Background: an optimization exercise with open tools, aiming at small area. Do not read the settings as production practice.
In this exercise RTL edits were held to simulation tests only and were not proved equivalent to the original.

== the reference run ==
Design lpc_synth, start of the top module:
module lpc_synth (
    input  wire        clk,
    input  wire        rst,
    input  wire        in_valid,
    output wire        in_ready,
    input  wire        unvoiced,
    input  wire [7:0]  pitch,
    input  wire [9:0]  energy,
    input  wire [99:0] k,           
    output reg         out_valid,
    output reg  [9:0]  out_sample
);
    reg        busy;
    reg  [3:0] j;                   
    reg  [2:0] s;                   
    reg        zx;                  
    wire start  = !busy && (j == 4'd0) && in_valid;
    wire act    = busy || start;
    wire last   = busy && (j == 4'd9) && (s == 3'd6);
    wire accept = last && in_valid;
    assign in_ready = last;
    wire       isA = !s[2] && !(s[1] && s[0]);      
    wire       s3  = (s == 3'd3);
    wire [1:0] c   = s[2] ? s[1:0] : (s3 ? 2'd0 : s[1:0]);    
    always @(posedge clk) begin
        if (rst) begin
            busy <= 1'b0;
            j    <= 4'd0;
            s    <= 3'd0;
            zx   <= 1'b1;
        end else if (act) begin
            if (last) begin
                busy <= 1'b0;
                j    <= 4'd3;           
                s    <= 3'd0;
                zx   <= 1'b0;
            end else begin
                busy <= 1'b1;
                if (s == 3'd6) begin
                    s <= 3'd0;
                    j <= j + 4'd1;
                end else begin
                    s <= s + 3'd1;
                end
            end
        end else begin
            j <= (j == 4'd9) ? 4'd0 : j + 4'd1;
        end
    end
    reg  [9:0] prev_energy;
    wire [7:0] exc;
    lpc_excitation u_exc (
        .clk      (clk),
        .rst      (rst),
        .step     (accept),
        .unvoiced (unvoiced),
        .pitch    (pitch),
  ...
Size: about 1,000 cells after synthesis, roughly 220 flip-flops, ~130 I/O pins, ~11,000 um2 of cells after synthesis.
export LEC_CHECK = 0
export CAP_MARGIN = 0
export CORE_MARGIN = 2
export CORE_UTILIZATION = 60
export CTS_BUF_LIST = sky130_fd_sc_hd__clkbuf_16
export CTS_CLUSTER_DIAMETER = 100
export CTS_CLUSTER_SIZE = 25
export GPL_TIMING_DRIVEN = 0
export SLEW_MARGIN = 0
create_clock -name core_clock -period 12.0 [get_ports {clk}]
standard.sh (not shown) runs the stock make flow with config.mk's settings and CLKGATE_MAP_FILE= SYNTH_SCRIPT=/design/flow/synth_recipe.tcl, a recipe that flattens the netlist after the stock synthesis.
==> flow/flow/run.sh <==
#!/bin/bash
# The standard layout, with the port buffers that placement inserts
# taken as sky130_fd_sc_hd__buf_1 (the default picks a 10 um2 delay buffer
# for every input and output port). Everything else is the standard flow.
set -euo pipefail
export BUFFER_PORTS_ARGS="-buffer_cell sky130_fd_sc_hd__buf_1"
bash standard.sh "BUFFER_PORTS_ARGS=-buffer_cell sky130_fd_sc_hd__buf_1" finish > standard_flow.log 2>&1
Relative to the reference run, the following input files were edited for the trial run:
==> flow/flow/run.sh <==
#!/bin/bash
# The standard layout with three changes to how it is made:
#  - the port buffers that placement inserts are sky130_fd_sc_hd__buf_1
#    (the default picks a 10 um2 delay buffer for every input and output);
#  - the buffers that synthesis inserts are removed at floorplan, and the
#    resizer buffers what it needs afterwards;
#  - synthesis skips Yosys's generic "abc -fast" before the full-adder
#    extraction, so that the carry-save adders map to full-adder cells
#    without inverters between them (registers are unaffected).
# The synthesis script, floorplan, power grid, placement, CTS and routing
# are otherwise the standard flow's own (standard.sh).
set -euo pipefail
export BUFFER_PORTS_ARGS="-buffer_cell sky130_fd_sc_hd__buf_1"
export REMOVE_ABC_BUFFERS=1
export SYNTH_ARGS=-noabc
bash standard.sh "BUFFER_PORTS_ARGS=-buffer_cell sky130_fd_sc_hd__buf_1" \
    REMOVE_ABC_BUFFERS=1 SYNTH_ARGS=-noabc finish > standard_flow.log 2>&1
### Flow results
[the trial run vs the reference run] first-iteration DRC count: lower in the trial run. Cmp the trial run and the reference run / routed wire length / lower: the trial run. In the reports for the trial run and the reference run, the smaller final critical-path required period belongs to the reference run.

---

Setup of before:
Starting RTL as in the previous note.
==> flow/design.v (excerpt) <==
module lpc_synth (
    input  wire        clk,
    input  wire        rst,
    input  wire        in_valid,
    output wire        in_ready,
    input  wire        unvoiced,
    input  wire [7:0]  pitch,
    input  wire [9:0]  energy,
    input  wire [99:0] k,           
    output reg         out_valid,
    output reg  [9:0]  out_sample
);
clock: 12.0 ns
lec_check: 0
cap_margin: 20
core_margin: 2
core_utilization: 60
cts_buf_list: sky130_fd_sc_hd__clkbuf_16
cts_cluster_diameter: 100
cts_cluster_size: 20
slew_margin: 20
run.sh (not shown) runs the stock make flow with config.mk's settings and CLKGATE_MAP_FILE= SYNTH_SCRIPT=/design/flow/synth_recipe.tcl, a recipe that flattens the netlist after the stock synthesis.
Stock flow here: none of the scripts above is used.
before | status: complete | timing, DRC, antenna: pass
The inputs of after differ from those of before as listed below.
# before
export LEC_CHECK = 0
export CAP_MARGIN = 20
export CORE_MARGIN = 2
export CORE_UTILIZATION = 60
export CTS_BUF_LIST = sky130_fd_sc_hd__clkbuf_16
export CTS_CLUSTER_DIAMETER = 100
export CTS_CLUSTER_SIZE = 20
export SLEW_MARGIN = 20
create_clock -name core_clock -period 12.0 [get_ports {clk}]
# after
export LEC_CHECK = 0
export CAP_MARGIN = 0
export CORE_MARGIN = 2
export CORE_UTILIZATION = 60
export CTS_BUF_LIST = sky130_fd_sc_hd__clkbuf_16
export CTS_CLUSTER_DIAMETER = 100
export CTS_CLUSTER_SIZE = 25
export SLEW_MARGIN = 0
create_clock -name core_clock -period 12.0 [get_ports {clk}]
Results
Having completed the whole flow, after delivered a layout that passed the timing, design-rule and antenna checks. Between after and before, it is after whose amount of wire on met3 after detailed routing is lower, by 47 um. From before to after the numbers moved as follows: area added between synthesis and finish moved down; shortest clock period the worst path allows after layout now larger. Final cell area: after below before.

re-timing with driven ports:
In the flow no input, the clock included, has a driving cell. The finished layouts below were timed again as built, in two steps.
Step 1 (the two cells are an assumption about what drives the block):
set clk [get_ports {clk}]
set_driving_cell -lib_cell sky130_fd_sc_hd__clkbuf_16 $clk
set_driving_cell -lib_cell sky130_fd_sc_hd__buf_2 [delete_from_list [all_inputs] $clk]
Step 2 moves the port delays by t, midway between the first and last clock arrival at a register: inputs arrive t later, outputs are due t later. That takes back most of the time a late clock gives input paths.
Slacks: ideal ports / drivers / drivers and shift; pairs: ideal ports / drivers.
run | t (ns) | slack for setup (ns) | worst setup path at the end | latest minus earliest clock arrival (ns) | worst register clock-pin slew, ns
the reference run | 0.508 | 0.572 / 0.591 / 0.082 | input to register | 0.019 / 0.019 | 0.10 / 0.10
the trial run | 0.509 | 0.291 / 0.316 / -0.193 | input to register | 0.014 / 0.014 | 0.10 / 0.10
before | 0.514 | 0.417 / 0.437 / -0.078 | input to register | 0.024 / 0.025 | 0.08 / 0.08
after | 0.518 | 0.391 / 0.409 / -0.109 | input to register | 0.025 / 0.025 | 0.10 / 0.10
Met with ideal ports but missed after step 2: setup timing in the trial run, before and after. For after, which loses most, drivers alone change the setup slack by +0.018 ns; drivers and shift together by -0.500 ns.
